Context: an optimization exercise on an open-source flow, tuned for a short achievable clock period and few clock cycles. The choices shown serve that exercise and are no tape-out recipe. Function was checked by simulation only, so behaviour that the tests miss may differ from the original.

== amber ==
Design crc32_engine, start of the top module:
module crc32_engine (
    input  wire        clk,
    input  wire        rst,
    input  wire        cmd_valid,
    output wire        cmd_ready,
    input  wire [7:0]  cmd,
    input  wire [31:0] din,
    output wire [31:0] dout,
    output wire        err
);
Size in the first run: about 1400 cells after synthesis, roughly 210 flip-flops, roughly 77 I/O pins.
export LEC_CHECK = 0
export ABC_CLOCK_PERIOD_IN_PS = 1000
export CAP_MARGIN = 20
export CORE_MARGIN = 2
export CORE_UTILIZATION = 40
export CTS_BUF_LIST = sky130_fd_sc_hd__clkbuf_8
export SETUP_SLACK_MARGIN = 5.0
export SLEW_MARGIN = 20
export TNS_END_PERCENT = 100
create_clock -name core_clock -period 6.0 [get_ports {clk}]
standard.sh (not shown) runs the stock make flow with config.mk's settings and CLKGATE_MAP_FILE= SYNTH_SCRIPT=/design/flow/synth_recipe.tcl, a recipe that flattens the netlist after the stock synthesis.
==> flow/flow/run.sh <==
#!/bin/bash
# Standard layout (the standard.sh, which runs the standard synthesis
# script), with more slow cells kept out of synthesis and repair: three-input
# XORs, high-stack OR/NOR/AND-OR cells and the like. Registers are untouched
# (flip-flops are mapped before ABC and none of them is in the list).
set -euo pipefail
PL=$(cat flow/platform_dont_use.txt)
EXTRA=$(cat flow/extra_dont_use.txt)
bash standard.sh "DONT_USE_CELLS=$PL $EXTRA" finish > standard.log 2>&1
Other scripts of this flow, unchanged in this note and not shown: flow/flow/extra_dont_use.txt, flow/flow/platform_dont_use.txt
Testbench counts of amber, summed over its fixed seeds: cycles 6,042.
### amber -> tundra
- CTS_BUF_LIST no longer set, was sky130_fd_sc_hd__clkbuf_8
- CORE_UTILIZATION now 35, was 40
Results
The final layout from tundra, which completed every stage, passed the timing, DRC and antenna checks at the end of the flow.
[compare] base=amber new=tundra: slack of the worst reg-to-reg path ~0 delta; pin slew with the least headroom to its limit moved down.
For worst-case hold slack, tundra and amber come out practically identical.
Compared with amber, placement density in the core of tundra is lower.
Re logic depth of the worst register-to-register path: amber was lower than tundra.
What tundra reported for clock buffer instance count of the final layout has to be multiplied by 1.5 to get the figure for amber.
On tundra: shortest clock period the worst path allows after layout is 0.020 ns lower than what amber gave.

---

== lane 1 ==
crc32_engine again, from the RTL that the note above started with.
Settings: LEC_CHECK=0, ABC_CLOCK_PERIOD_IN_PS=1000, CAP_MARGIN=20, CORE_MARGIN=2, CORE_UTILIZATION=40, SETUP_SLACK_MARGIN=4.6, SLEW_MARGIN=20, TNS_END_PERCENT=100; clock period 6.0 ns.
Scripts as last shown in full above: flow/flow/run.sh
Other scripts of this flow, unchanged in this note and not shown: flow/flow/extra_dont_use.txt, flow/flow/platform_dont_use.txt
Testbench counts of lane 1, summed over its fixed seeds: cycles 6,042.
The following lists how lane 2 was set up differently from lane 1:
# lane 1
export LEC_CHECK = 0
export ABC_CLOCK_PERIOD_IN_PS = 1000
export CAP_MARGIN = 20
export CORE_MARGIN = 2
export CORE_UTILIZATION = 40
export SETUP_SLACK_MARGIN = 4.6
export SLEW_MARGIN = 20
export TNS_END_PERCENT = 100
create_clock -name core_clock -period 6.0 [get_ports {clk}]
# lane 2
export LEC_CHECK = 0
export ABC_CLOCK_PERIOD_IN_PS = 1000
export CAP_MARGIN = 20
export CORE_MARGIN = 2
export CORE_UTILIZATION = 38
export SETUP_SLACK_MARGIN = 5.0
export SLEW_MARGIN = 20
export TNS_END_PERCENT = 100
create_clock -name core_clock -period 6.0 [get_ports {clk}]
Findings:
- Lane 2 vs lane 1, end of the critical path: dout_q[19] vs x_q[25]
- Lane 2 -> lane 1: clock input transition at the sequential cells of the worst setup and hold paths flat
- The violation count after the first detailed-route iteration in lane 2 sits 6.9% above the value recorded for lane 1.
- Comparing lane 2 against lane 1, there is no change at all in number of clock-tree buffers in the layout.
- Going from lane 1 to lane 2, cell row count picked up an extra 2; via count of the routed design shrank by 70; number of clock sinks about even; total global-route track usage lower.
Input-level comparison between lane 3 and lane 2:
# lane 2
export LEC_CHECK = 0
export ABC_CLOCK_PERIOD_IN_PS = 1000
export CAP_MARGIN = 20
export CORE_MARGIN = 2
export CORE_UTILIZATION = 38
export SETUP_SLACK_MARGIN = 5.0
export SLEW_MARGIN = 20
export TNS_END_PERCENT = 100
create_clock -name core_clock -period 6.0 [get_ports {clk}]
# lane 3
export LEC_CHECK = 0
export ABC_CLOCK_PERIOD_IN_PS = 1000
export CAP_MARGIN = 20
export CORE_MARGIN = 2
export CORE_UTILIZATION = 40
export SETUP_SLACK_MARGIN = 5.0
export SLEW_MARGIN = 20
export TNS_END_PERCENT = 100
create_clock -name core_clock -period 6.0 [get_ports {clk}]
diff --git a/flow/flow/run.sh b/flow/flow/run.sh
--- a/flow/flow/run.sh
+++ b/flow/flow/run.sh
@@ -9 +9 @@
-bash standard.sh "DONT_USE_CELLS=$PL $EXTRA" finish > standard.log 2>&1
+bash standard.sh "DONT_USE_CELLS=$PL $EXTRA" REMOVE_ABC_BUFFERS=1 finish > standard.log 2>&1
[summary]
- Timing, DRC, antenna: 0 failures across lane 2 and lane 3
- A first element of the critical path of x_q[27] is what lane 2 shows, while x_q[19] belongs to lane 3.
- Lane 2 was larger in final cell area than lane 3.
- In the route summary, lane 3 ends up with a via count exceeding that of lane 2.
For lane 4, these inputs were changed with respect to lane 3:
# lane 3
export LEC_CHECK = 0
export ABC_CLOCK_PERIOD_IN_PS = 1000
export CAP_MARGIN = 20
export CORE_MARGIN = 2
export CORE_UTILIZATION = 40
export SETUP_SLACK_MARGIN = 5.0
export SLEW_MARGIN = 20
export TNS_END_PERCENT = 100
create_clock -name core_clock -period 6.0 [get_ports {clk}]
# lane 4
export LEC_CHECK = 0
export ABC_CLOCK_PERIOD_IN_PS = 1000
export CAP_MARGIN = 20
export CORE_MARGIN = 2
export CORE_UTILIZATION = 40
export PLACE_DENSITY = 0.75
export SETUP_SLACK_MARGIN = 5.0
export SLEW_MARGIN = 20
export TNS_END_PERCENT = 100
create_clock -name core_clock -period 6.0 [get_ports {clk}]
diff --git a/flow/flow/run.sh b/flow/flow/run.sh
--- a/flow/flow/run.sh
+++ b/flow/flow/run.sh
@@ -9 +9 @@
-bash standard.sh "DONT_USE_CELLS=$PL $EXTRA" REMOVE_ABC_BUFFERS=1 finish > standard.log 2>&1
+bash standard.sh "DONT_USE_CELLS=$PL $EXTRA" finish > standard.log 2>&1
Notes after the runs:
Lane 4 vs lane 3 — number of CTS-inserted buffers dropped by a little under 10%
Number of global-route vias before repair, lane 4 vs lane 3: up by a few percent
Diff lane 3 -> lane 4 | ratio of final minimum period to clock period | decrease of 2.7 points
Compared with lane 3, lane 4 improves minimum period implied by the final worst setup slack.
The lower worst reg-to-reg path cell count of lane 4 and lane 3 is in lane 3.
Comparing register-to-register slack for lane 4 and lane 3, the bigger number came from lane 4.
Comparing lane 3 with lane 4, the per-cell via count in the routed design came out essentially unchanged.
Required arrival time at the worst endpoint: lane 4 vs lane 3, no meaningful difference
Fmax in lane 4 is about 6% above lane 3.
What lane 5 does differently from lane 4 at the input level:
# lane 4
export LEC_CHECK = 0
export ABC_CLOCK_PERIOD_IN_PS = 1000
export CAP_MARGIN = 20
export CORE_MARGIN = 2
export CORE_UTILIZATION = 40
export PLACE_DENSITY = 0.75
export SETUP_SLACK_MARGIN = 5.0
export SLEW_MARGIN = 20
export TNS_END_PERCENT = 100
create_clock -name core_clock -period 6.0 [get_ports {clk}]
# lane 5
export LEC_CHECK = 0
export ABC_CLOCK_PERIOD_IN_PS = 1500
export CAP_MARGIN = 20
export CORE_MARGIN = 2
export CORE_UTILIZATION = 40
export SETUP_SLACK_MARGIN = 5.0
export SLEW_MARGIN = 20
export TNS_END_PERCENT = 100
create_clock -name core_clock -period 6.0 [get_ports {clk}]
Findings:
Lane 5 ends up with lower required time of the critical path than lane 4 does.
Lane 4 → lane 5: layout clock buffer count increased by 4 relative to the old numbers; height of the die about even; total wire length after detailed routing moved down.
Lane 5 has completed all stages; timing, DRC and antenna checks passed.
The lower number of antenna violations at the first check in global routing of lane 4 and lane 5 is in lane 5.

---

== the baseline ==
crc32_engine again, from the RTL that the note above started with.
==> flow/config.mk <==
export PLATFORM = sky130hd
export DESIGN_NAME = crc32_engine
export DESIGN_NICKNAME = crc32_engine
export VERILOG_FILES = /design/flow/design.v
export SDC_FILE = /design/flow/constraint.sdc
export NUM_CORES = 4
export LEC_CHECK = 0
export ABC_CLOCK_PERIOD_IN_PS = 1000
export CAP_MARGIN = 20
export CORE_MARGIN = 2
export CORE_UTILIZATION = 35
export PLACE_DENSITY = 0.5
export SETUP_SLACK_MARGIN = 5.0
export SLEW_MARGIN = 20
export TNS_END_PERCENT = 100
==> flow/constraint.sdc <==
create_clock -name core_clock -period 6.0 [get_ports {clk}]
set_input_delay 1.2000 -clock core_clock [delete_from_list [all_inputs] [get_ports {clk}]]
set_output_delay 1.2000 -clock core_clock [all_outputs]
set_load 0.01 [all_outputs]
==> flow/flow/run.sh <==
#!/bin/bash
# Standard layout (the standard.sh, which runs the standard synthesis
# script), with more slow cells kept out of synthesis and repair: three-input
# XORs, high-stack OR/NOR/AND-OR cells and the like. Registers are untouched
# (flip-flops are mapped before ABC and none of them is in the list).
set -euo pipefail
PL=$(cat flow/platform_dont_use.txt)
EXTRA=$(cat flow/extra_dont_use.txt)
bash standard.sh "DONT_USE_CELLS=$PL $EXTRA" finish > standard.log 2>&1
Other scripts of this flow, unchanged in this note and not shown: flow/flow/extra_dont_use.txt, flow/flow/platform_dont_use.txt
The baseline ended with every stage complete and zero timing, DRC or antenna violations.
Testbench counts of the baseline, summed over its fixed seeds: cycles 6,042.
diff inputs: the baseline => the candidate
Settings: PLACE_DENSITY no longer set, was 0.5; CTS_CLUSTER_SIZE now 25, previously not set; CORE_UTILIZATION now 40, was 35; CTS_CLUSTER_DIAMETER now 120, previously not set.
--- outcome ---
Number of search-and-repair iterations in the first detailed-routing pass, the candidate and the baseline, lower one = the baseline.
Relative to the baseline, the combined flip-flop and latch cell area of the candidate is higher by 0.40%.
Summary — minimum clock period after layout, the candidate relative to the baseline: higher, by 71 ps.
Relative to the baseline, the average wire length per cell after detail routing measured on the candidate has increased by more than 10%.
The baseline -> the candidate: area fraction in compound gates after synthesis delta 0, exact match
Relative to the baseline, number of core rows has decreased by 6.9% in the candidate.
In the tables for the candidate and the baseline, core utilization reads higher with the candidate.
From the candidate to the baseline, number of DRC violations after detailed routing did not move at all.
The baseline has lower final hold slack than the candidate.
Row global-route wire length before repair: the candidate higher / the baseline lower

---

Another version of the RTL of crc32_engine (not shown whole).
Size in the first run: roughly 140 flip-flops, about 12,000 um2 of cells after synthesis.
export LEC_CHECK = 0
export ABC_CLOCK_PERIOD_IN_PS = 1000
export CAP_MARGIN = 20
export CORE_MARGIN = 2
export CORE_UTILIZATION = 40
export PLACE_DENSITY = 0.7
export SETUP_SLACK_MARGIN = 4.6
export SLEW_MARGIN = 20
export TNS_END_PERCENT = 100
create_clock -name core_clock -period 6.0 [get_ports {clk}]
Scripts as last shown in full above: flow/flow/run.sh
Other scripts of this flow, unchanged in this note and not shown: flow/flow/extra_dont_use.txt, flow/flow/platform_dont_use.txt
The starting point completed without violations.
Testbench counts at the start, summed over its fixed seeds: cycles 6,042.
Edit:
- CTS_CLUSTER_DIAMETER: unset -> 60
- CTS_CLUSTER_SIZE: unset -> 30
- PLACE_DENSITY: 0.7 -> unset
- SETUP_SLACK_MARGIN: 4.6 -> 4.3
Clock skew shrinks by 3.4 ps.
Non-clock buffer count grows by 17.
Maximum frequency shrinks by 2.3%.
First-iteration DRC count grows by 13%.
Die area stays the same.
Worst hold slack loses 9.3 ps.
Cell area grows by 0.55%.
Area after synthesis stays the same.
Edit:
- CORE_UTILIZATION: 40 -> 50
- CTS_CLUSTER_DIAMETER: 60 -> unset
- CTS_CLUSTER_SIZE: 30 -> unset
Outcome: The changed run finished clean; maximum frequency falls by 20%; global-route usage rises by 7.9 points; wire length rises by 3.3%; setup slack degrades by 620 ps; non-clock buffer count is lower by 55; register-to-register slack is worse by 720 ps.

---

Setup of main:
Starting RTL as in the previous note.
## crc32_engine
module crc32_engine (
    input  wire        clk,
    input  wire        rst,
    input  wire        cmd_valid,
    output wire        cmd_ready,
    input  wire [7:0]  cmd,
    input  wire [31:0] din,
    output wire [31:0] dout,
    output wire        err
);
Settings: LEC_CHECK=0, ABC_CLOCK_PERIOD_IN_PS=1000, CAP_MARGIN=20, CORE_MARGIN=2, CORE_UTILIZATION=40, SETUP_SLACK_MARGIN=5.0, SLEW_MARGIN=20, TNS_END_PERCENT=100; clock period 6.0 ns.
Scripts as last shown in full above: flow/flow/run.sh
Other scripts of this flow, unchanged in this note and not shown: flow/flow/extra_dont_use.txt, flow/flow/platform_dont_use.txt
main completed end to end with timing, DRC and antenna clean.
Testbench counts of main, summed over its fixed seeds: cycles 6,042.
Here is what was changed in the inputs of the feature branch compared with main.
Settings: SETUP_SLACK_MARGIN: 5.0 -> 4.3; PLACE_DENSITY: unset -> 0.7.
Results
Changes observed in the feature branch relative to main: number of hold-repair buffers added at the cts stage held; global-route wire length before repair up 1200 um.
On average routed wire per standard cell, main and the feature branch are neck and neck.
| part of the cycle the worst path needs | the feature branch vs main | 0.53 points higher |
Compared with main, in the feature branch number of design-rule violations left by the first detailed-router iteration lost about 6.5%.
A class of the most critical setup path of primary input to flip-flop is what the feature branch shows, while flip-flop to flip-flop belongs to main.
The feature branch ends up with lower initial antenna violation count than main does.
The global-route usage reported for the feature branch is greater than that of main by 0.27 points.

---

== oak ==
RTL: one of the versions met above, not the one the previous note started from.
Size: roughly 1400 cells after synthesis, ~77 I/O pins.
// crc32_engine
module crc32_engine (
    input  wire        clk,
    input  wire        rst,
    input  wire        cmd_valid,
    output wire        cmd_ready,
    input  wire [7:0]  cmd,
    input  wire [31:0] din,
    output wire [31:0] dout,
    output wire        err
);
clock: 6.0 ns
lec_check: 0
abc_clock_period_in_ps: 1000
cap_margin: 20
core_margin: 2
core_utilization: 35
setup_slack_margin: 4.6
slew_margin: 20
tns_end_percent: 100
Scripts as last shown in full above: flow/flow/run.sh
Other scripts of this flow, unchanged in this note and not shown: flow/flow/extra_dont_use.txt, flow/flow/platform_dont_use.txt
oak: flow completed, timing, DRC and antenna clean
Testbench counts of oak, summed over its fixed seeds: cycles 6,042.
#### Input delta (pine over oak)
Settings: a change of SETUP_SLACK_MARGIN from 4.6 to 5.0; a change of CORE_UTILIZATION from 35 to 40.
Findings:
Looking at oak and pine, the count of inverters not on the clock network in the layout is a wash. Sort oak and pine by fmax desc -> top: pine. Looking at number of standard-cell rows in the floorplan, pine sits below oak. Looking at worst setup path startpoint, the x_q[0] result is from oak; the x_q[3] one comes from pine. Wire length after detailed routing delta (pine − oak): favourable.

---

== v27 ==
Starting RTL as in the previous note.
export LEC_CHECK = 0
export ABC_CLOCK_PERIOD_IN_PS = 1000
export CAP_MARGIN = 20
export CELL_PAD_IN_SITES_DETAIL_PLACEMENT = 0
export CELL_PAD_IN_SITES_GLOBAL_PLACEMENT = 1
export CORE_MARGIN = 2
export CORE_UTILIZATION = 40
export SETUP_SLACK_MARGIN = 5.0
export SLEW_MARGIN = 20
export TNS_END_PERCENT = 100
create_clock -name core_clock -period 6.0 [get_ports {clk}]
Scripts as last shown in full above: flow/flow/run.sh
Other scripts of this flow, unchanged in this note and not shown: flow/flow/extra_dont_use.txt, flow/flow/platform_dont_use.txt
Testbench counts of v27, summed over its fixed seeds: cycles 6,042.
## Diff of input files: v10 against v27
- CELL_PAD_IN_SITES_GLOBAL_PLACEMENT: 1 -> unset
- GPL_ROUTABILITY_DRIVEN: unset -> 0
- CELL_PAD_IN_SITES_DETAIL_PLACEMENT: 0 -> unset
Findings:
- Relative to v27, met1 usage decreased by 1.6 points in v10.
- A start-to-end type of the worst setup path of primary input to register is what v27 shows, while register to register belongs to v10.
- On area growth from synthesis to final layout: between v10 and v27, it ends up higher for v27.
- v27 -> v10: total grt overflow delta 0, exact match
- Looking only at time the final worst path needs with I/O delays and setup, and setting everything else aside, the higher value of v10 and v27 goes to v27.
- First-pass GRT wire length for v10 is lower than for v27.
- A critical path's slowest cell of and3b_2 is what v27 shows, while dfxtp_4 belongs to v10.
- Looking at v10 and v27, the instance count after placement with tap cells included is a wash.
- v10 vs. v27: number of standard cells after synthesis has remained practically unchanged; routed metal-1 wirelength moved down.
For v59, these inputs were changed with respect to v10:
- CORE_UTILIZATION now 30, was 40
- GPL_ROUTABILITY_DRIVEN no longer set, was 0
--- outcome ---
- Going from v10 to v59, length of routed met2 wiring grows by 8.0%.
- Global-route usage, v59 and v10: higher on v10
- On average wire length per cell after detail routing: between v59 and v10, it ends up higher for v59.

==> static timing again, ports no longer ideal <==
In the flow no input, the clock included, has a driving cell. The finished layouts below were timed again as built, in two steps. Step 1 assumes that a clkbuf_16 drives the clock port and a buf_2 every other input. Step 2, shift: input delay + t, output delay - t, t = (earliest + latest rising clock arrival at the registers) / 2. This alone moves slack from input paths to output paths. a / b / c = no drivers / after step 1 / after step 2; a / b = the first two.
run | shift t [ns] | slack for setup (ns) | cell pins on the clock port's net
amber | 0.607 | 3.759 / 3.725 / 3.136 | 1
tundra | 0.589 | 3.780 / 3.728 / 3.247 | 1
lane 1 | 0.601 | 3.705 / 3.705 / 3.118 | 1
lane 2 | 0.585 | 3.550 / 3.550 / 3.252 | 1
lane 3 | 0.577 | 3.240 / 3.240 / 3.000 | 1
lane 4 | 0.619 | 3.402 / 3.402 / 3.068 | 1
lane 5 | 0.581 | 3.756 / 3.734 / 3.195 | 1
the baseline | 0.590 | 3.621 / 3.621 / 3.247 | 1
the candidate | 0.552 | 3.549 / 3.549 / 3.189 | 1
the first run of note 4 | 0.507 | 3.629 / 3.629 / 3.164 | 1
the second run of note 4 | 0.505 | 3.573 / 3.589 / 3.084 | 1
the third run of note 4 | 0.475 | 2.955 / 2.955 / 2.955 | 1
main | 0.499 | 3.668 / 3.668 / 3.232 | 1
the feature branch | 0.481 | 3.636 / 3.633 / 3.152 | 1
oak | 0.594 | 3.628 / 3.628 / 3.049 | 1
pine | 0.581 | 3.756 / 3.734 / 3.195 | 1
v27 | 0.597 | 3.687 / 3.704 / 3.107 | 1
v10 | 0.574 | 3.719 / 3.719 / 3.174 | 1
v59 | 0.615 | 3.601 / 3.601 / 3.221 | 1
After both steps setup and hold are still met in every run listed. For amber, which loses most, drivers alone change the setup slack by -0.034 ns; drivers and shift together by -0.623 ns.
